What follows belongs to an exercise in optimizing a design on an open flow for small area; a production flow would make more cautious choices.
RTL that was checked went through simulation tests only; none was proved equivalent to the original.
No activity file was given, so power comes from the tool's default toggle rates.

==> flow/design.v (excerpt) <==
module crc_frame_engine (
    input  wire        clk,
    input  wire        rst,         
    input  wire        req_valid,
    output wire        req_ready,
    input  wire        req_write,
    input  wire [6:0]  req_addr,    
    input  wire [1:0]  req_size,    
    input  wire [31:0] req_wdata,
    output wire        rsp_valid,
    output wire        rsp_err,     
    output wire [31:0] rsp_rdata
);
For scale: ~250 flip-flops, about 80 I/O pins.
clock: 6.0 ns
lec_check: 0
cap_margin: 20
core_margin: 2
core_utilization: 60
gpl_timing_driven: 0
slew_margin: 20
standard.sh (not shown) runs the stock make flow with config.mk's settings and CLKGATE_MAP_FILE= SYNTH_SCRIPT=/design/flow/synth_recipe.tcl, a recipe that flattens the netlist after the stock synthesis.
==> flow/flow/run.sh <==
#!/bin/bash
# Own layout flow: the standard flow (standard.sh) with a few ORFS
# variables set for a smaller layout:
#  - synthesis maps the logic with an area-oriented ABC script and leaves
#    adders to ABC (ADDER_MAP_FILE empty)
#    (flow/abc_area.script in place of ORFS's abc_speed.script; every other
#    ORFS script is an unchanged copy, so registers are as in the standard
#    synthesis)
#  - the netlist's synthesis buffers are removed at floorplan
#  - port buffers are buf_1 instead of the default delay-buffer cell
#  - clock tree synthesis uses clkbuf_8 and inserts no dummy loads
# The make output goes to standard.log; each tool's own log is kept by ORFS
# under orfs/logs/.
set -euo pipefail
here=$(pwd)
rm -rf "$here/scripts_area"
cp -r "$FLOW_HOME/scripts" "$here/scripts_area"
cp "$here/flow/abc_area.script" "$here/scripts_area/abc_speed.script"
export SCRIPTS_DIR="$here/scripts_area"
export REMOVE_ABC_BUFFERS=1
export ADDER_MAP_FILE=
export BUFFER_PORTS_ARGS="-buffer_cell sky130_fd_sc_hd__buf_1"
export CTS_ARGS="-sink_clustering_enable -repair_clock_nets -dont_use_dummy_load -buf_list sky130_fd_sc_hd__clkbuf_8 -sink_clustering_size 20 -sink_clustering_max_diameter 50"
bash standard.sh > standard.log 2>&1
==> flow/flow/abc_area.script <==
strash
dc2
dch -f
amap -F 4 -A 8
strash
dc2
dch -f
amap -F 4 -A 8
topo
stime -c
dnsize -c
The starting point completed with no timing, DRC or antenna violations.
Next try:
--- a/flow/design.v
+++ b/flow/design.v
@@ -79,32 +79,27 @@
             5'h0A:   rtb = 5'd19;       
             5'h0B:   rtb = 5'd20;       
             5'h0C:   rtb = 5'd20;       
             default: begin rtb = 5'd0; ring_word = 1'b0; end
         endcase
     end
     wire ring_rd = rd_ok && ring_word;
     wire [3:0] count_inc = count + 4'd1;
     wire [4:0] idle_tgt  = ring_rd ? rtb : {1'b0, count_inc};
+    wire       idle_hit  = eob && (tb == idle_tgt);
     wire [4:0] wk_tgt = busy ? range_end : {1'b0, cmd_a[3:0]};
     wire       wk_hit = op_parse ? wrap : (eob && (op_byte || (tb == wk_tgt)));
     wire       init   = !busy && long_op && wk_hit;
-    wire tk6      = (tk == 3'd6);
-    wire idle_pre = tk6 && (tb == idle_tgt);
-    wire wk_pre   = tk6 && (op_parse ? (tb == 5'd24) : (op_byte || (tb == wk_tgt)));
-    reg  rdy_q;
-    assign req_ready = rdy_q;
-    wire accept = req_valid && rdy_q;
-    wire finish = busy && accept;       
-    wire rdy_d  = req_valid && !accept &&
-                  (busy ? wk_pre :
-                   long_op ? 1'b0 :
-                   (ring_rd || push_wait) ? idle_pre : 1'b1);
+    wire       finish = busy && wk_hit;
+    assign req_ready = busy ? wk_hit :
+                       long_op ? 1'b0 :
+                       (ring_rd || push_wait) ? idle_hit : 1'b1;
+    wire accept = req_valid && req_ready;
     wire [31:0] win;
     genvar g, h;
     generate
         for (g = 0; g < 4; g = g + 1) begin : g_lane
             for (h = 0; h < 8; h = h + 1) begin : g_bit
                 assign win[8*g + h] = r[1 + 8*g + 7 - h];
             end
         end
     endgenerate
@@ -169,19 +164,19 @@
     wire [15:0] calc_next = {calc_crc[14:0], calc_fb} ^ ({16{calc_tap}} & 16'h1020);
     reg copy_bit;
     always @(*) begin
         case (tb)
             5'd19, 5'd20:                      copy_bit = r[120];
             5'd16, 5'd18, 5'd22, 5'd24:        copy_bit = r[112];
             default:                           copy_bit = r[128];
         endcase
     end
-    wire push_do = accept && push_wait;
+    wire push_do = push_wait && idle_hit;
     wire crc_set = rst || (!busy && (op_init || (op_range && range_ok)));
     wire crc_wr  = wr_ok && (word == 5'h02);
     wire crc_sh  = busy && !op_parse;
     wire crc_hd  = !crc_wr && !crc_sh;
     wire [15:0] crc_d = {16{crc_set}} | (w[15:0] & {16{crc_wr}})
                       | (crc_next & {16{crc_sh}}) | (crc & {16{crc_hd}});
     integer i;
     always @(posedge clk) begin
         for (i = 0; i < 199; i = i + 1)
@@ -198,21 +193,19 @@
         if (rst) begin
             t        <= 8'd0;
             count    <= 4'd0;
             pres     <= 3'd0;
             cmd_err  <= 1'b0;
             ovf      <= 1'b0;
             smp_vld  <= 1'b0;
             fcrc_vld <= 1'b0;
             busy     <= 1'b0;
-            rdy_q    <= 1'b0;
         end else begin
-            rdy_q <= rdy_d;
             t <= wrap ? 8'd0 : t + 8'd1;
             if (parsing) begin
                 if (start_bad) pres <= 3'd3;
                 if (calc_run && mismatch) pres <= 3'd4;
                 if (calc_init) fcrc_vld <= 1'b1;
                 if (finish && p_ok) smp_vld <= 1'b1;
             end
             if (init) begin
                 busy <= 1'b1;
The new run completed with no timing, DRC or antenna violations.
Non-clock buffer count rises by 4.
Global-route usage falls by 1.9 points.
Design area rises by about 1%.
Count of clock-buffer cells in the layout rises by 1.
Final cell count hardly moves.
Worst setup slack is worse by 0.39 ns.
Utilization rises by 0.95 points.
Total power hardly moves.
Wire length falls by 6.0%.
Clock skew rises by 0.015 ns.
Die area falls by 0.64%.


Another version of the RTL of crc_frame_engine (not shown whole).
Size: roughly 7400 sq um of cells after synthesis.
clock: 6.0 ns
lec_check: 0
cap_margin: 20
core_margin: 2
core_utilization: 60
gpl_timing_driven: 0
slew_margin: 20
Scripts as last shown in full above: flow/flow/run.sh, flow/flow/abc_area.script
Rerun with:
--- a/flow/design.v
+++ b/flow/design.v
@@ -83,17 +83,17 @@
             default: begin rtb = 5'd0; ring_word = 1'b0; end
         endcase
     end
     wire ring_rd = rd_ok && ring_word;
     wire [3:0] count_inc = count + 4'd1;
     wire [4:0] idle_tgt  = ring_rd ? rtb : {1'b0, count_inc};
     wire [4:0] wk_tgt = busy ? range_end : {1'b0, cmd_a[3:0]};
     wire       wk_hit = (op_parse || op_clear) ? wrap : (eob && (op_byte || (tb == wk_tgt)));
-    wire       init   = !busy && !clr_all && long_op && wk_hit;
+    wire       init   = !busy && (!clr_all || wrap) && long_op && wk_hit;
     wire idle_pre = tk6 && (tb == idle_tgt);
     wire wk_pre   = tk6 && (op_parse ? (rev2 && (tb == 5'd26)) :
                             op_clear ? (tb == 5'd14) :
                                        (op_byte || (tb == wk_tgt)));
     assign req_ready = rdy_q;
     wire accept = req_valid && rdy_q;
     wire finish = busy && accept;       
     wire rdy_d  = req_valid && !accept && !clr_all &&
What happened: Power barely changes; die area goes down by 0.44%; worst setup slack gets worse by 0.059 ns; final area goes down by 0.32%; global-route usage goes down by 0.15 points; maximum frequency goes down by 1.0%; utilization goes down by 0.22 points; register-to-register slack stays flat; flip-flop and latch count does not change.
No functional check of the RTL was part of the first run of this note.

==> what the ideal ports hide <==
In the flow no input, the clock included, has a driving cell. The finished layouts below were timed again as built, in two steps. Step 1, drivers: a clkbuf_16 drives clk and a buf_2 each remaining input, both assumed. Step 2 times the ports against the registers' clock, not the clock port: input delays grow and output delays shrink by t, the midpoint of the rising clock arrivals with the driver on. a / b / c = ideal / step 1 / step 2; a / b = the first two.
| run | t (ns) | setup slack, ns | worst setup path at the end | clock arrival spread, ns | cell pins on the clock port's net |
|---|---|---|---|---|---|
| the first run of note 1 | 0.529 | 0.458 / 0.475 / -0.054 | input to register | 0.044 / 0.044 | 1 |
| the second run of note 1 | 0.524 | 0.067 / 0.048 / -0.219 | input to register | 0.058 / 0.059 | 1 |
| the first run of note 2 | 0.532 | 0.425 / 0.432 / -0.101 | input to register | 0.053 / 0.053 | 1 |
| the second run of note 2 | 0.522 | 0.367 / 0.384 / -0.138 | input to register | 0.053 / 0.054 | 1 |
Met with ideal ports but missed after step 2: setup timing in every run listed. For the first run of note 2, which loses most, drivers alone change the setup slack by +0.007 ns; drivers and shift together by -0.526 ns.
